Source: an optimization exercise on an open RTL-to-GDS flow (aim: small area). Production flows keep margins and buffers that such runs may drop.
Only simulation tests tie the RTL to the original design; equivalence was not proved.
Power figures rest on the tool's default switching activity, not on a simulated workload.

== run A ==
// adsb_encoder
module adsb_encoder (
    input  wire         clk,
    input  wire         rst,
    input  wire         in_valid,
    output wire         in_ready,
    input  wire [1:0]   op,
    input  wire [23:0]  icao,
    input  wire [2:0]   ca,
    input  wire [4:0]   tc,
    input  wire [1:0]   ss,
    input  wire         nicsb,
    input  wire         tbit,
    input  wire         surface,
    input  wire [31:0]  alt,       
    input  wire [31:0]  lat,       
    input  wire [31:0]  lon,       
    input  wire [63:0]  name,      
    input  wire [87:0]  msg,       
    output wire         out_valid,
    input  wire         out_ready,
    output wire [111:0] frame_e,   
    output wire [111:0] frame_o,
    output wire [7:0]   diag,
    output wire [23:0]  crc,
    output wire         err
);
Size: about 1,500 cells after synthesis, roughly 190 flip-flops, about 550 I/O pins, about 0.013 sq mm of cells after synthesis.
Settings: LEC_CHECK=0, CAP_MARGIN=20, CORE_MARGIN=2, CORE_UTILIZATION=35, PLACE_DENSITY=0.55, SLEW_MARGIN=20; clock period 34.0 ns.
standard.sh (not shown) runs the stock make flow with config.mk's settings and CLKGATE_MAP_FILE= SYNTH_SCRIPT=/design/flow/synth_recipe.tcl, a recipe that flattens the netlist after the stock synthesis.
==> flow/flow/run.sh <==
#!/bin/bash
# The standard layout (standard.sh) with four changes to how it is made:
#  - Yosys maps the logic with flow/abc_map.script, an area-oriented ABC
#    script, in place of ORFS's delay-oriented abc_speed.script (a copy of
#    ORFS's scripts folder with only that file replaced); the synthesis is
#    otherwise ORFS's, as synth_recipe.tcl runs it;
#  - ADDER_MAP_FILE is empty, so Yosys leaves adders to ABC instead of
#    extracting full and half adder cells first;
#  - buffer_ports buffers every input and output port with
#    sky130_fd_sc_hd__buf_1, the smallest buffer;
#  - clock tree synthesis clusters up to 14 registers per leaf buffer
#    (sky130_fd_sc_hd__clkbuf_8) and adds no dummy loads.
# Each tool's output stays in ORFS's own logs; standard.sh's output goes to
# standard.log.
set -e
rm -rf scripts_area
cp -r "$FLOW_HOME/scripts" scripts_area
cp flow/abc_map.script scripts_area/abc_speed.script
export SCRIPTS_DIR="$PWD/scripts_area"
export ADDER_MAP_FILE=
export BUFFER_PORTS_ARGS="-buffer_cell sky130_fd_sc_hd__buf_1"
export CTS_ARGS="-sink_clustering_enable -repair_clock_nets -sink_clustering_size 14 -sink_clustering_max_diameter 60 -buf_list sky130_fd_sc_hd__clkbuf_8 -dont_use_dummy_load"
bash standard.sh > standard.log 2>&1
==> flow/flow/abc_map.script <==
&get -n
&st
&dch
&nf -R 1000
&st
&dch
&nf -R 1000
&st
&dch
&nf -R 1000
&put
dnsize -c
Run A: full flow OK, the timing, DRC and antenna checks passed
#### Input delta (run B over run A)
Settings: changing PLACE_DENSITY from 0.55 to 0.5; changing CORE_UTILIZATION from 35 to 30.
Results
- Re number of gates resized after cts: no difference whatsoever between run B and run A.
- [run B] cell area after layout rose 0.85% relative to run A
- Between run A and run B, the cell count went up.
- Run B ended up with a lower hold slack than run A did.
Modified inputs, run C compared to run B
diff --git a/flow/flow/run.sh b/flow/flow/run.sh
--- a/flow/flow/run.sh
+++ b/flow/flow/run.sh
@@ -1,10 +1,8 @@
 #!/bin/bash
-# The standard layout (standard.sh) with four changes to how it is made:
+# The standard layout (standard.sh) with three changes to how it is made:
 #  - Yosys maps the logic with flow/abc_map.script, an area-oriented ABC
 #    script, in place of ORFS's delay-oriented abc_speed.script (a copy of
 #    ORFS's scripts folder with only that file replaced); the synthesis is
 #    otherwise ORFS's, as synth_recipe.tcl runs it;
-#  - ADDER_MAP_FILE is empty, so Yosys leaves adders to ABC instead of
-#    extracting full and half adder cells first;
 #  - buffer_ports buffers every input and output port with
 #    sky130_fd_sc_hd__buf_1, the smallest buffer;
@@ -18,5 +16,4 @@
 cp flow/abc_map.script scripts_area/abc_speed.script
 export SCRIPTS_DIR="$PWD/scripts_area"
-export ADDER_MAP_FILE=
 export BUFFER_PORTS_ARGS="-buffer_cell sky130_fd_sc_hd__buf_1"
 export CTS_ARGS="-sink_clustering_enable -repair_clock_nets -sink_clustering_size 14 -sink_clustering_max_diameter 60 -buf_list sky130_fd_sc_hd__clkbuf_8 -dont_use_dummy_load"
--- outcome ---
- The fraction of met3 tracks used by global routing of run C exceeds that of run B by 1.2 points.
- Achievable clock frequency: lower on run B
- On data arrival time of the critical path, the lower figure sits with run C, not run B.
- The share of final-layout standard cells stronger than drive strength 1 of run B and that of run C are within noise of each other.
- Run C | status: complete | timing, DRC, antenna: pass
- Taking run B as the reference, in run C synthesized area saw an increase; placeable core region went up about 1.1%; post-placement worst setup slack has increased; worst-case vdd ir drop went up; non-clock inverter total of the final layout moved up.
- Run C vs run B, largest power group: combinational logic vs sequential cells
Input changes introduced in run D (baseline for comparison: run C):
diff --git a/flow/flow/run.sh b/flow/flow/run.sh
--- a/flow/flow/run.sh
+++ b/flow/flow/run.sh
@@ -1,8 +1,12 @@
 #!/bin/bash
-# The standard layout (standard.sh) with three changes to how it is made:
+# The standard layout (standard.sh) with five changes to how it is made:
 #  - Yosys maps the logic with flow/abc_map.script, an area-oriented ABC
 #    script, in place of ORFS's delay-oriented abc_speed.script (a copy of
 #    ORFS's scripts folder with only that file replaced); the synthesis is
 #    otherwise ORFS's, as synth_recipe.tcl runs it;
+#  - ADDER_MAP_FILE is empty, so Yosys leaves adders to ABC instead of
+#    extracting full and half adder cells first;
+#  - SYNTH_OPERATIONS_ARGS names an empty techmap file (flow/no_extra_map.v)
+#    in place of ORFS's default Kogge-Stone carry-lookahead map;
 #  - buffer_ports buffers every input and output port with
 #    sky130_fd_sc_hd__buf_1, the smallest buffer;
@@ -16,4 +20,6 @@
 cp flow/abc_map.script scripts_area/abc_speed.script
 export SCRIPTS_DIR="$PWD/scripts_area"
+export ADDER_MAP_FILE=
+export SYNTH_OPERATIONS_ARGS="-extra-map $PWD/flow/no_extra_map.v"
 export BUFFER_PORTS_ARGS="-buffer_cell sky130_fd_sc_hd__buf_1"
 export CTS_ARGS="-sink_clustering_enable -repair_clock_nets -sink_clustering_size 14 -sink_clustering_max_diameter 60 -buf_list sky130_fd_sc_hd__clkbuf_8 -dont_use_dummy_load"
==> flow/flow/no_extra_map.v (new file) <==
// Empty techmap library: passed as Yosys synth's -extra-map in place of
// ORFS's default Kogge-Stone carry-lookahead map, so adders keep Yosys's
// plain ripple carry for ABC to map.
Going from run C to run D, post-placement cell area shrinks by 270 sq um.
Portion of total power attributed to the clock network, run D and run C: larger value in run C
Run D vs. run C: number of buffer and inverter instances along the worst setup path went down 1, final-layout non-clock buffer area share went up 0.16 points, final setup slack of the worst path went down 0.45 ns.
Of the two values seen for slowest stage cell on the critical path, nand3_2 was produced by run D and buf_6 by run C.
Run D: net count of the finished layout 1.3% below run C
Run D vs run C — total routed wire length on the met1 layer dropped 8.3%.
Relative to run C, total power of the final layout increased by 6.8% in run D.
Higher amount of wire on met2 after detailed routing was reported by run C, not run D.
Compared with run C, run D shows mean instance size in the synthesized netlist that has gone down by a few percent.
On synthesized cell count, run D and run C are neck and neck.

afterwards: timing with drivers on the ports:
The flow's constraints put no driver on any port. The routed layouts listed below were extracted and timed again, unchanged, in two steps. Step 1 (the two cells are an assumption about what drives the block):
set clk [get_ports {clk}]
set_driving_cell -lib_cell sky130_fd_sc_hd__clkbuf_16 $clk
set_driving_cell -lib_cell sky130_fd_sc_hd__buf_2 [delete_from_list [all_inputs] $clk]
Step 2 also shifts input and output timing later by t, the mid clock arrival at the registers, as if the neighbouring blocks saw the same clock. Three values: ideal, step 1, step 2; two values: the first two.
| run | shift t [ns] | setup slack, ns | slew at the worst register clock pin (ns) |
|---|---|---|---|
| run A | 0.541 | 24.323 / 24.343 / 23.802 | 0.12 / 0.12 |
| run B | 0.549 | 23.673 / 23.693 / 23.144 | 0.11 / 0.11 |
| run C | 0.599 | 24.555 / 24.560 / 23.961 | 0.12 / 0.12 |
| run D | 0.589 | 24.105 / 24.131 / 23.542 | 0.11 / 0.11 |
After both steps setup and hold are still met in every run listed. For run C, which loses most, drivers alone change the setup slack by +0.005 ns; drivers and shift together by -0.594 ns.
